What follows belongs to an exercise in optimizing a design on an open flow for small area, a short achievable clock period and few clock cycles; a production flow would make more cautious choices.
Where RTL was checked, it was by simulation tests only, not by an equivalence proof against the original.
No activity file was given, so power comes from the tool's default toggle rates.

==> inputs of v12 <==
==> flow/design.v (excerpt) <==
module balboa_codec (
    input  wire       clk,
    input  wire       rst,
    input  wire       cmd_valid,
    output wire       cmd_ready,
    input  wire [3:0] cmd_op,
    input  wire [8:0] cmd_s,
    input  wire [8:0] cmd_n,
    input  wire [7:0] cmd_e,
    input  wire       cmd_d,
    input  wire [4:0] cmd_r,
    input  wire [7:0] cmd_o,
    input  wire [2:0] cmd_b,
    input  wire [3:0] cmd_w,
    input  wire [7:0] cmd_lid,
    output wire       done,
    output wire [2:0] st,
    output wire [7:0] ck,
    output wire       ckok,
    output wire [7:0] lid,
    input  wire       host_we,
    input  wire [7:0] host_addr,
    input  wire [7:0] host_wdata,
    output wire [7:0] host_rdata
);
    localparam FB_SIZE = 71;
    localparam PB_SIZE = 64;
    localparam NFR     = 32;
    localparam PB_PAR  = 24;    
    localparam ST_OK    = 3'd0;
    localparam ST_FRAME = 3'd1;
    localparam ST_CSUM  = 3'd2;
    localparam ST_SIZE  = 3'd3;
    localparam ST_UNK   = 3'd4;
    localparam ST_AMB   = 3'd5;
    localparam ST_ILL   = 3'd6;
    localparam OP_CK_COMPUTE = 4'd1;
    localparam OP_CK_VERIFY  = 4'd2;
    localparam OP_REG_LOOKUP = 4'd3;
    localparam OP_FRAME_ENC  = 4'd4;
    localparam OP_FRAME_DEC  = 4'd5;
    localparam OP_FLD_GET    = 4'd6;
    localparam OP_FLD_PUT    = 4'd7;
    localparam OP_PACK       = 4'd8;
  ...
export LEC_CHECK = 0
export CAP_MARGIN = 20
export CORE_MARGIN = 2
export CORE_UTILIZATION = 50
export PLACE_DENSITY = 0.65
export SETUP_SLACK_MARGIN = 3.0
export SLEW_MARGIN = 20
create_clock -name core_clock -period 8.0 [get_ports {clk}]
run.sh (not shown) runs the stock make flow with config.mk's settings and CLKGATE_MAP_FILE= SYNTH_SCRIPT=/design/flow/synth_recipe.tcl, a recipe that flattens the netlist after the stock synthesis.
==> inputs of v32, as changes to v12 <==
--- a/flow/design.v
+++ b/flow/design.v
@@ -154,36 +154,38 @@
     reg [3:0] w_r;
     assign cmd_ready = ~busy;
     assign done      = done_r;
     assign st        = st_r;
     assign ck        = ck_r;
     assign ckok      = ckok_r;
     assign lid       = lid_r;
     wire accept = cmd_valid & ~busy;
-    integer i;
     wire [7:0] rd_addr = busy ? ra : host_addr;
     reg  [7:0] rdata;
     always @* begin
         rdata = 8'h00;
-        for (i = 0; i < FB_SIZE; i = i + 1)
-            rdata = rdata | (fb[8*i +: 8] & {8{rd_addr == i}});
-        for (i = 0; i < PB_SIZE; i = i + 1)
-            rdata = rdata | (pb[8*i +: 8] & {8{rd_addr == 8'h80 + i}});
-        for (i = 0; i < NFR; i = i + 1)
-            rdata = rdata | (fr[8*i +: 8] & {8{rd_addr == 8'hC0 + i}});
-        rdata = rdata | (type0 & {8{rd_addr == 8'hE0}});
-        rdata = rdata | (type1 & {8{rd_addr == 8'hE1}});
-        rdata = rdata | (type2 & {8{rd_addr == 8'hE2}});
-        rdata = rdata | ({1'b0, flen} & {8{rd_addr == 8'hE3}});
-        rdata = rdata | ({1'b0, plen} & {8{rd_addr == 8'hE4}});
-        rdata = rdata | (ck_r & {8{rd_addr == 8'hE5}});
-        rdata = rdata | ({7'b0, ckok_r} & {8{rd_addr == 8'hE6}});
-        rdata = rdata | ({5'b0, st_r} & {8{rd_addr == 8'hE7}});
-        rdata = rdata | (lid_r & {8{rd_addr == 8'hE8}});
+        if (rd_addr[7] == 1'b0) begin
+            if (rd_addr[6:0] < FB_SIZE) rdata = fb[{rd_addr[6:0], 3'b000} +: 8];
+        end else if (rd_addr[6] == 1'b0)
+            rdata = pb[{rd_addr[5:0], 3'b000} +: 8];
+        else if (rd_addr[5] == 1'b0)
+            rdata = fr[{rd_addr[4:0], 3'b000} +: 8];
+        else case (rd_addr[4:0])
+            5'h00: rdata = type0;
+            5'h01: rdata = type1;
+            5'h02: rdata = type2;
+            5'h03: rdata = {1'b0, flen};
+            5'h04: rdata = {1'b0, plen};
+            5'h05: rdata = ck_r;
+            5'h06: rdata = {7'b0, ckok_r};
+            5'h07: rdata = {5'b0, st_r};
+            5'h08: rdata = lid_r;
+            default: rdata = 8'h00;
+        endcase
     end
     assign host_rdata = rdata;
     wire [7:0] fb0 = fb[7:0];
     wire [7:0] fb1 = fb[15:8];
     wire [7:0] fb2 = fb[23:16];
     wire [7:0] fb3 = fb[31:24];
     wire [7:0] fb4 = fb[39:32];
     wire [7:0] fb5 = fb[47:40];
@@ -245,78 +247,76 @@
     wire [7:0] fld_put = (rdata & ~(fmask << b_r)) | ((tmp & fmask) << b_r);
     always @* begin
         wb_we   = 1'b0;
         wb_addr = wa;
         wb_data = rdata;
         if (!busy) begin
             if (cmd_valid) begin
                 wb_we   = (cmd_op == OP_FRAME_ENC);
-                wb_addr = {1'b0, plen} + 8'd6;
+                wb_addr = 8'h00;
                 wb_data = 8'h7E;
             end else begin
                 wb_we   = host_we;
                 wb_addr = host_addr;
                 wb_data = host_wdata;
             end
         end else begin
             case (mode)
                 M_COPY: wb_we = 1'b1;
                 M_ENC: begin
                     wb_we = 1'b1;
-                    if (cnt == 7'd1) wb_data = r1;        
+                    case (wa)
+                        8'd1: wb_data = {1'b0, plen} + 8'd4;
+                        8'd2: wb_data = type0;
+                        8'd3: wb_data = type1;
+                        8'd4: wb_data = type2;
+                        default:
+                            if (cnt == 7'd2)      wb_data = r1;
+                            else if (cnt == 7'd1) wb_data = 8'h7E;
+                            else                  wb_data = rdata;
+                    endcase
                 end
                 M_GET: begin wb_we = 1'b1; wb_data = fld_get; end
                 M_PUT2: begin wb_we = 1'b1; wb_data = fld_put; end
                 default: ;
             endcase
         end
     end
     wire wb_fb = wb_we & (wb_addr[7] == 1'b0) & (wb_addr[6:0] < FB_SIZE);
     wire wb_pb = wb_we & (wb_addr[7:6] == 2'b10);
     wire wb_fr = wb_we & (wb_addr[7:5] == 3'b110);
     wire wb_rg = wb_we & (wb_addr[7:5] == 3'b111);
     wire [7:0] step0 = crc_step((wb_addr[6:0] == 7'd0) ? 8'h00 : r0, wb_data);
     wire [7:0] step1 = crc_step(r1, wb_data);
     wire [7:0] tstep = crc_step(tmp, rdata);
-    wire       enc_acc = accept & (cmd_op == OP_FRAME_ENC);
-    wire [7:0] enc_len = {1'b0, plen} + 8'd4;
-    wire [7:0] hdr_c1  = crc_step(crc_step(crc_step(crc_step(8'h00, enc_len), type0), type1), type2);
-    wire [7:0] hdr_k0  = crc_step(crc_step(crc_step(crc_step(crc_step(8'h00, 8'h7E), 8'h00), 8'h00), 8'h00), 8'h00);
-    wire [7:0] hdr_c0  = hdr_c1 ^ hdr_k0;
     wire dec_commit_acc = accept & op_dec & ~dec_bad0 & dec_fast & ~dec_bad1 & dec_ok_f;
     wire dec_commit_bsy = busy & (mode == M_DLAST) & (rdata == 8'h7E) & okf;
     wire dec_commit     = dec_commit_acc | dec_commit_bsy;
     wire [7:0] dec_ck   = busy ? tmp : r1h2;
     wire       copy_more = (dec_n > PB_PAR);
     wire do_pack   = accept & (cmd_op == OP_PACK) & ~lid_bad;
     wire do_unpack = (accept & (cmd_op == OP_UNPACK) & ~lid_bad & ~ul_szbad) |
                      (dec_commit & cur_msg & (lk_res == 2'd0) & ~ul_szbad);
+    integer i;
     always @(posedge clk) begin
         for (i = 0; i < FB_SIZE; i = i + 1)
             if (wb_fb && wb_addr[6:0] == i) fb[8*i +: 8] <= wb_data;
         for (i = 0; i < PB_SIZE; i = i + 1)
             if (wb_pb && wb_addr[5:0] == i) pb[8*i +: 8] <= wb_data;
         for (i = 0; i < NFR; i = i + 1)
             if (wb_fr && wb_addr[4:0] == i) fr[8*i +: 8] <= wb_data;
         if (wb_rg) begin
             case (wb_addr[4:0])
                 5'h00: type0 <= wb_data;
                 5'h01: type1 <= wb_data;
                 5'h02: type2 <= wb_data;
                 default: ;
             endcase
         end
-        if (enc_acc) begin
-            fb[7:0]   <= 8'h7E;
-            fb[15:8]  <= enc_len;
-            fb[23:16] <= type0;
-            fb[31:24] <= type1;
-            fb[39:32] <= type2;
-        end
         if (dec_commit) begin
             type0 <= fb2;
             type1 <= fb3;
             type2 <= fb4;
             for (i = 0; i < PB_PAR; i = i + 1)
                 if (i < dec_n) pb[8*i +: 8] <= fb[8*(i+5) +: 8];
         end
         if (do_pack) begin
@@ -362,19 +362,19 @@
                 end
                 OP_FRAME_DEC, OP_MSG_DEC: begin
                     mode <= M_CK;
                     ra   <= 8'd1;
                     cnt  <= flen - 7'd3;
                 end
                 OP_FRAME_ENC: begin
                     mode <= M_ENC;
-                    ra   <= 8'h80;
-                    wa   <= 8'd5;
-                    cnt  <= plen + 7'd1;
+                    ra   <= 8'h7C;           
+                    wa   <= 8'd1;
+                    cnt  <= plen + 7'd6;
                 end
                 OP_FLD_GET: begin
                     mode <= M_GET;
                     ra   <= {2'b10, cmd_o[5:0]};
                     wa   <= {3'b110, cmd_r};
                 end
                 default: begin               
                     mode <= M_PUT1;
@@ -420,23 +420,17 @@
             done_r <= 1'b0;
             st_r   <= ST_OK;
             ckok_r <= 1'b0;
             ck_r   <= 8'h00;
             lid_r  <= 8'hFF;
             flen   <= 7'd0;
             plen   <= 7'd0;
         end else begin
-            if (enc_acc) begin
-                r0 <= hdr_c0;
-                r1 <= hdr_c1;
-                pv <= 7'd5;
-            end else if (busy && mode == M_ENC && cnt == 7'd1) begin
-                pv <= 7'd0;          
-            end else if (wb_fb) begin
+            if (wb_fb) begin
                 if (wb_addr[6:0] == 7'd0 || wb_addr[6:0] == pv) begin
                     lastE <= (wb_data == 8'h7E);
                     r0    <= step0;
                     r0h1  <= r0;
                     r0h2  <= r0h1;
                     r1    <= step1;
                     r1h1  <= r1;
                     r1h2  <= r1h1;
@@ -510,20 +504,22 @@
                         st_r <= ST_FRAME; busy <= 1'b0; done_r <= 1'b1;
                     end else if (!okf) begin
                         ck_r <= tmp; ckok_r <= 1'b0; st_r <= ST_CSUM; busy <= 1'b0; done_r <= 1'b1;
                     end
                 end
                 M_COPY: if (cnt == 7'd1) begin
                     busy <= 1'b0; done_r <= 1'b1;
                 end
-                M_ENC: if (cnt == 7'd1) begin
-                    ck_r <= r1;
-                    flen <= plen + 7'd7;
-                    st_r <= ST_OK; busy <= 1'b0; done_r <= 1'b1;
+                M_ENC: begin
+                    if (cnt == 7'd2) ck_r <= r1;
+                    if (cnt == 7'd1) begin
+                        flen <= plen + 7'd7;
+                        st_r <= ST_OK; busy <= 1'b0; done_r <= 1'b1;
+                    end
                 end
                 M_GET, M_PUT2: begin
                     st_r <= ST_OK; busy <= 1'b0; done_r <= 1'b1;
                 end
                 default: ;
                 endcase
             end
             if (dec_commit) begin
==> flow/config.mk (replaced) <==
export PLATFORM = sky130hd
export DESIGN_NAME = balboa_codec
export DESIGN_NICKNAME = balboa_codec
export VERILOG_FILES = /design/flow/design.v
export SDC_FILE = /design/flow/constraint.sdc
export NUM_CORES = 4
export LEC_CHECK = 0
export CAP_MARGIN = 20
export CORE_MARGIN = 2
export CORE_UTILIZATION = 40
export PLACE_DENSITY = 0.6
export SLEW_MARGIN = 20
==> inputs of v36, as changes to v12 <==
--- a/flow/design.v
+++ b/flow/design.v
@@ -159,33 +159,39 @@
     assign ckok      = ckok_r;
     assign lid       = lid_r;
     wire accept = cmd_valid & ~busy;
     integer i;
     wire [7:0] rd_addr = busy ? ra : host_addr;
     reg  [7:0] rdata;
     always @* begin
         rdata = 8'h00;
-        for (i = 0; i < FB_SIZE; i = i + 1)
-            rdata = rdata | (fb[8*i +: 8] & {8{rd_addr == i}});
-        for (i = 0; i < PB_SIZE; i = i + 1)
-            rdata = rdata | (pb[8*i +: 8] & {8{rd_addr == 8'h80 + i}});
-        for (i = 0; i < NFR; i = i + 1)
-            rdata = rdata | (fr[8*i +: 8] & {8{rd_addr == 8'hC0 + i}});
-        rdata = rdata | (type0 & {8{rd_addr == 8'hE0}});
-        rdata = rdata | (type1 & {8{rd_addr == 8'hE1}});
-        rdata = rdata | (type2 & {8{rd_addr == 8'hE2}});
-        rdata = rdata | ({1'b0, flen} & {8{rd_addr == 8'hE3}});
-        rdata = rdata | ({1'b0, plen} & {8{rd_addr == 8'hE4}});
-        rdata = rdata | (ck_r & {8{rd_addr == 8'hE5}});
-        rdata = rdata | ({7'b0, ckok_r} & {8{rd_addr == 8'hE6}});
-        rdata = rdata | ({5'b0, st_r} & {8{rd_addr == 8'hE7}});
-        rdata = rdata | (lid_r & {8{rd_addr == 8'hE8}});
+        if (rd_addr[7] == 1'b0) begin
+            if (rd_addr[6:0] < FB_SIZE) rdata = fb[{rd_addr[6:0], 3'b000} +: 8];
+        end else if (rd_addr[6] == 1'b0)
+            rdata = pb[{rd_addr[5:0], 3'b000} +: 8];
+        else if (rd_addr[5] == 1'b0)
+            rdata = fr[{rd_addr[4:0], 3'b000} +: 8];
+        else case (rd_addr[4:0])
+            5'h00: rdata = type0;
+            5'h01: rdata = type1;
+            5'h02: rdata = type2;
+            5'h03: rdata = {1'b0, flen};
+            5'h04: rdata = {1'b0, plen};
+            5'h05: rdata = ck_r;
+            5'h06: rdata = {7'b0, ckok_r};
+            5'h07: rdata = {5'b0, st_r};
+            5'h08: rdata = lid_r;
+            default: rdata = 8'h00;
+        endcase
     end
     assign host_rdata = rdata;
+    reg  [7:0] rdq;
+    reg        rv;                 
+    always @(posedge clk) rdq <= rdata;
     wire [7:0] fb0 = fb[7:0];
     wire [7:0] fb1 = fb[15:8];
     wire [7:0] fb2 = fb[23:16];
     wire [7:0] fb3 = fb[31:24];
     wire [7:0] fb4 = fb[39:32];
     wire [7:0] fb5 = fb[47:40];
     wire [7:0] fb6 = fb[55:48];
     wire [7:0] fb7 = fb[63:56];
@@ -236,59 +242,60 @@
     wire        lid_bad  = (cmd_lid > 8'd16);
     wire [7:0]  us0      = lk_frame ? fb5 : pb0;
     wire [7:0]  us1      = lk_frame ? fb6 : pb1;
     wire [7:0]  us2      = lk_frame ? fb7 : pb2;
     reg        wb_we;
     reg  [7:0] wb_addr;
     reg  [7:0] wb_data;
     wire [7:0] fmask   = fld_mask(w_r);
-    wire [7:0] fld_get = (rdata >> b_r) & fmask;
-    wire [7:0] fld_put = (rdata & ~(fmask << b_r)) | ((tmp & fmask) << b_r);
+    wire [7:0] fld_get = (rdata >> b_r) & fmask;    
+    wire [7:0] fld_put = (rdq & ~(fmask << b_r)) | ((tmp & fmask) << b_r);
     always @* begin
         wb_we   = 1'b0;
         wb_addr = wa;
-        wb_data = rdata;
+        wb_data = rdq;
         if (!busy) begin
             if (cmd_valid) begin
                 wb_we   = (cmd_op == OP_FRAME_ENC);
                 wb_addr = {1'b0, plen} + 8'd6;
                 wb_data = 8'h7E;
             end else begin
                 wb_we   = host_we;
                 wb_addr = host_addr;
                 wb_data = host_wdata;
             end
         end else begin
             case (mode)
-                M_COPY: wb_we = 1'b1;
+                M_COPY: wb_we = rv;
                 M_ENC: begin
                     wb_we = 1'b1;
                     if (cnt == 7'd1) wb_data = r1;        
+                    else if (!rv)    wb_data = pb0;       
                 end
                 M_GET: begin wb_we = 1'b1; wb_data = fld_get; end
                 M_PUT2: begin wb_we = 1'b1; wb_data = fld_put; end
                 default: ;
             endcase
         end
     end
     wire wb_fb = wb_we & (wb_addr[7] == 1'b0) & (wb_addr[6:0] < FB_SIZE);
     wire wb_pb = wb_we & (wb_addr[7:6] == 2'b10);
     wire wb_fr = wb_we & (wb_addr[7:5] == 3'b110);
     wire wb_rg = wb_we & (wb_addr[7:5] == 3'b111);
     wire [7:0] step0 = crc_step((wb_addr[6:0] == 7'd0) ? 8'h00 : r0, wb_data);
     wire [7:0] step1 = crc_step(r1, wb_data);
-    wire [7:0] tstep = crc_step(tmp, rdata);
+    wire [7:0] tstep = crc_step(tmp, rdq);
     wire       enc_acc = accept & (cmd_op == OP_FRAME_ENC);
     wire [7:0] enc_len = {1'b0, plen} + 8'd4;
     wire [7:0] hdr_c1  = crc_step(crc_step(crc_step(crc_step(8'h00, enc_len), type0), type1), type2);
     wire [7:0] hdr_k0  = crc_step(crc_step(crc_step(crc_step(crc_step(8'h00, 8'h7E), 8'h00), 8'h00), 8'h00), 8'h00);
     wire [7:0] hdr_c0  = hdr_c1 ^ hdr_k0;
     wire dec_commit_acc = accept & op_dec & ~dec_bad0 & dec_fast & ~dec_bad1 & dec_ok_f;
-    wire dec_commit_bsy = busy & (mode == M_DLAST) & (rdata == 8'h7E) & okf;
+    wire dec_commit_bsy = busy & (mode == M_DLAST) & (rdq == 8'h7E) & okf;
     wire dec_commit     = dec_commit_acc | dec_commit_bsy;
     wire [7:0] dec_ck   = busy ? tmp : r1h2;
     wire       copy_more = (dec_n > PB_PAR);
     wire do_pack   = accept & (cmd_op == OP_PACK) & ~lid_bad;
     wire do_unpack = (accept & (cmd_op == OP_UNPACK) & ~lid_bad & ~ul_szbad) |
                      (dec_commit & cur_msg & (lk_res == 2'd0) & ~ul_szbad);
     always @(posedge clk) begin
         for (i = 0; i < FB_SIZE; i = i + 1)
@@ -349,71 +356,85 @@
             d_r   <= cmd_d;
             e_r   <= cmd_e;
             b_r   <= cmd_b;
             w_r   <= cmd_w;
             ver_r <= (cmd_op == OP_CK_VERIFY);
             msg_r <= (cmd_op == OP_MSG_DEC);
             dec_r <= op_dec;
             tmp   <= 8'h00;
+            rv    <= 1'b0;
             case (cmd_op)
                 OP_CK_COMPUTE, OP_CK_VERIFY: begin
                     mode <= M_CK;
                     ra   <= {1'b0, cmd_s[6:0]};
                     cnt  <= cmd_n[6:0];
                 end
                 OP_FRAME_DEC, OP_MSG_DEC: begin
                     mode <= M_CK;
                     ra   <= 8'd1;
                     cnt  <= flen - 7'd3;
                 end
                 OP_FRAME_ENC: begin
                     mode <= M_ENC;
-                    ra   <= 8'h80;
+                    ra   <= 8'h81;           
                     wa   <= 8'd5;
                     cnt  <= plen + 7'd1;
                 end
                 OP_FLD_GET: begin
                     mode <= M_GET;
                     ra   <= {2'b10, cmd_o[5:0]};
                     wa   <= {3'b110, cmd_r};
                 end
                 default: begin               
                     mode <= M_PUT1;
                     ra   <= {3'b110, cmd_r};
                     wa   <= {2'b10, cmd_o[5:0]};
                 end
             endcase
         end else if (busy) begin
+            rv <= 1'b1;
             case (mode)
                 M_CK: begin
-                    tmp <= tstep;
-                    ra  <= ra + 8'd1;
-                    cnt <= cnt - 7'd1;
-                    if (cnt == 7'd1) mode <= M_DCMP;
+                    ra <= ra + 8'd1;
+                    if (rv) begin
+                        tmp <= tstep;
+                        cnt <= cnt - 7'd1;
+                        if (cnt == 7'd1) mode <= M_DCMP;
+                    end
                 end
                 M_DCMP: begin
-                    okf  <= (rdata == tmp);
+                    okf  <= (rdq == tmp);
                     ra   <= ra + 8'd1;
                     mode <= M_DLAST;
                 end
-                M_COPY, M_ENC: begin
+                M_COPY: begin
+                    ra <= ra + 8'd1;
+                    if (rv) begin
+                        wa  <= wa + 8'd1;
+                        cnt <= cnt - 7'd1;
+                    end
+                end
+                M_ENC: begin
                     ra  <= ra + 8'd1;
                     wa  <= wa + 8'd1;
                     cnt <= cnt - 7'd1;
                 end
                 M_PUT1: begin
-                    tmp  <= rdata;
-                    ra   <= wa;
-                    mode <= M_PUT2;
+                    if (!rv) ra <= wa;
+                    else begin
+                        tmp  <= rdq;
+                        mode <= M_PUT2;
+                    end
                 end
                 default: ;
             endcase
         end
         if (dec_commit) begin
+            rv   <= 1'b0;
             mode <= M_COPY;
             ra   <= 8'd5 + PB_PAR;
             wa   <= 8'h80 + PB_PAR;
             cnt  <= dec_n - PB_PAR;
         end
         if (rst) begin
             pv     <= 7'd0;
             busy   <= 1'b0;
@@ -495,37 +516,40 @@
                     busy <= 1'b0; done_r <= 1'b1;
                 end
                 default: begin
                     st_r <= ST_ILL; busy <= 1'b0; done_r <= 1'b1;
                 end
                 endcase
             end else if (busy) begin
                 case (mode)
-                M_CK: if (cnt == 7'd1 && !dec_r) begin
+                M_CK: if (rv && cnt == 7'd1 && !dec_r) begin
                     ck_r <= tstep;
                     if (ver_r) ckok_r <= (tstep == e_r);
                     st_r <= ST_OK; busy <= 1'b0; done_r <= 1'b1;
                 end
                 M_DLAST: begin
-                    if (rdata != 8'h7E) begin
+                    if (rdq != 8'h7E) begin
                         st_r <= ST_FRAME; busy <= 1'b0; done_r <= 1'b1;
                     end else if (!okf) begin
                         ck_r <= tmp; ckok_r <= 1'b0; st_r <= ST_CSUM; busy <= 1'b0; done_r <= 1'b1;
                     end
                 end
-                M_COPY: if (cnt == 7'd1) begin
+                M_COPY: if (rv && cnt == 7'd1) begin
                     busy <= 1'b0; done_r <= 1'b1;
                 end
                 M_ENC: if (cnt == 7'd1) begin
                     ck_r <= r1;
                     flen <= plen + 7'd7;
                     st_r <= ST_OK; busy <= 1'b0; done_r <= 1'b1;
                 end
-                M_GET, M_PUT2: begin
+                M_GET: begin
+                    st_r <= ST_OK; busy <= 1'b0; done_r <= 1'b1;
+                end
+                M_PUT2: begin
                     st_r <= ST_OK; busy <= 1'b0; done_r <= 1'b1;
                 end
                 default: ;
                 endcase
             end
             if (dec_commit) begin
                 plen   <= dec_n;
                 ck_r   <= dec_ck;
==> flow/config.mk (replaced) <==
export PLATFORM = sky130hd
export DESIGN_NAME = balboa_codec
export DESIGN_NICKNAME = balboa_codec
export VERILOG_FILES = /design/flow/design.v
export SDC_FILE = /design/flow/constraint.sdc
export NUM_CORES = 4
export LEC_CHECK = 0
export CAP_MARGIN = 20
export CORE_MARGIN = 2
export CORE_UTILIZATION = 40
export CTS_CLUSTER_DIAMETER = 80
export CTS_CLUSTER_SIZE = 22
export PLACE_DENSITY = 0.6
export SETUP_SLACK_MARGIN = 2.0
export SLEW_MARGIN = 20
==> summary of the runs <==
v32 finished but fails on negative setup slack. v12 did not get past global routing (5_1_grt) with GRT-0116. v36 completed with no timing, DRC or antenna violations. Between v36 and v32, the lower sequential cell count is in v32 (gap 9). Clock-buffer cell count: v36 is lower than v32 (97). In v32 the sequential power is lower than in v36, by about 2.5%. In utilization, v36 and v32 hardly differ. Sequential share of layout area: v36 is lower than v32 (0.75 points). Worst hold slack: v36 is higher than v32 (0.014 ns). Against v32, the register-to-register slack of v36 is better by 1.4 ns. Against v36, the clock skew of v32 is higher by 0.0029 ns.
Testbench counts of v12, summed over its fixed seeds: cycles 17,779.
Testbench counts of v36, summed over its fixed seeds: cycles 17,902.
No functional check of the RTL was part of v32.

## what the ideal ports hide
No port has a modelled driver above. Below, the same layouts with a new extraction and two added sets of constraints.
Step 1, drivers: a clkbuf_16 drives clk and a buf_2 each remaining input, both assumed.
Step 2 adds t to the input delays and takes it off the output delays; t is the mean of the earliest and latest rising clock arrival at the registers after step 1. Input paths then give back, and output paths get back, about the clock's delay inside the block.
a / b / c = no drivers / after step 1 / after step 2; a / b = the first two.
run | shift t [ns] | setup slack, ns | clock arrival spread, ns | worst register clock-pin slew, ns | worst slew at a driven data input, ns
v32 | 0.903 | -0.198 / -0.223 / -0.255 | 0.061 / 0.061 | 0.07 / 0.07 | 0.15
v36 | 0.857 | 1.850 / 1.750 / 1.049 | 0.058 / 0.058 | 0.10 / 0.10 | 0.17
For v36, which loses most, drivers alone change the setup slack by -0.100 ns; drivers and shift together by -0.801 ns.
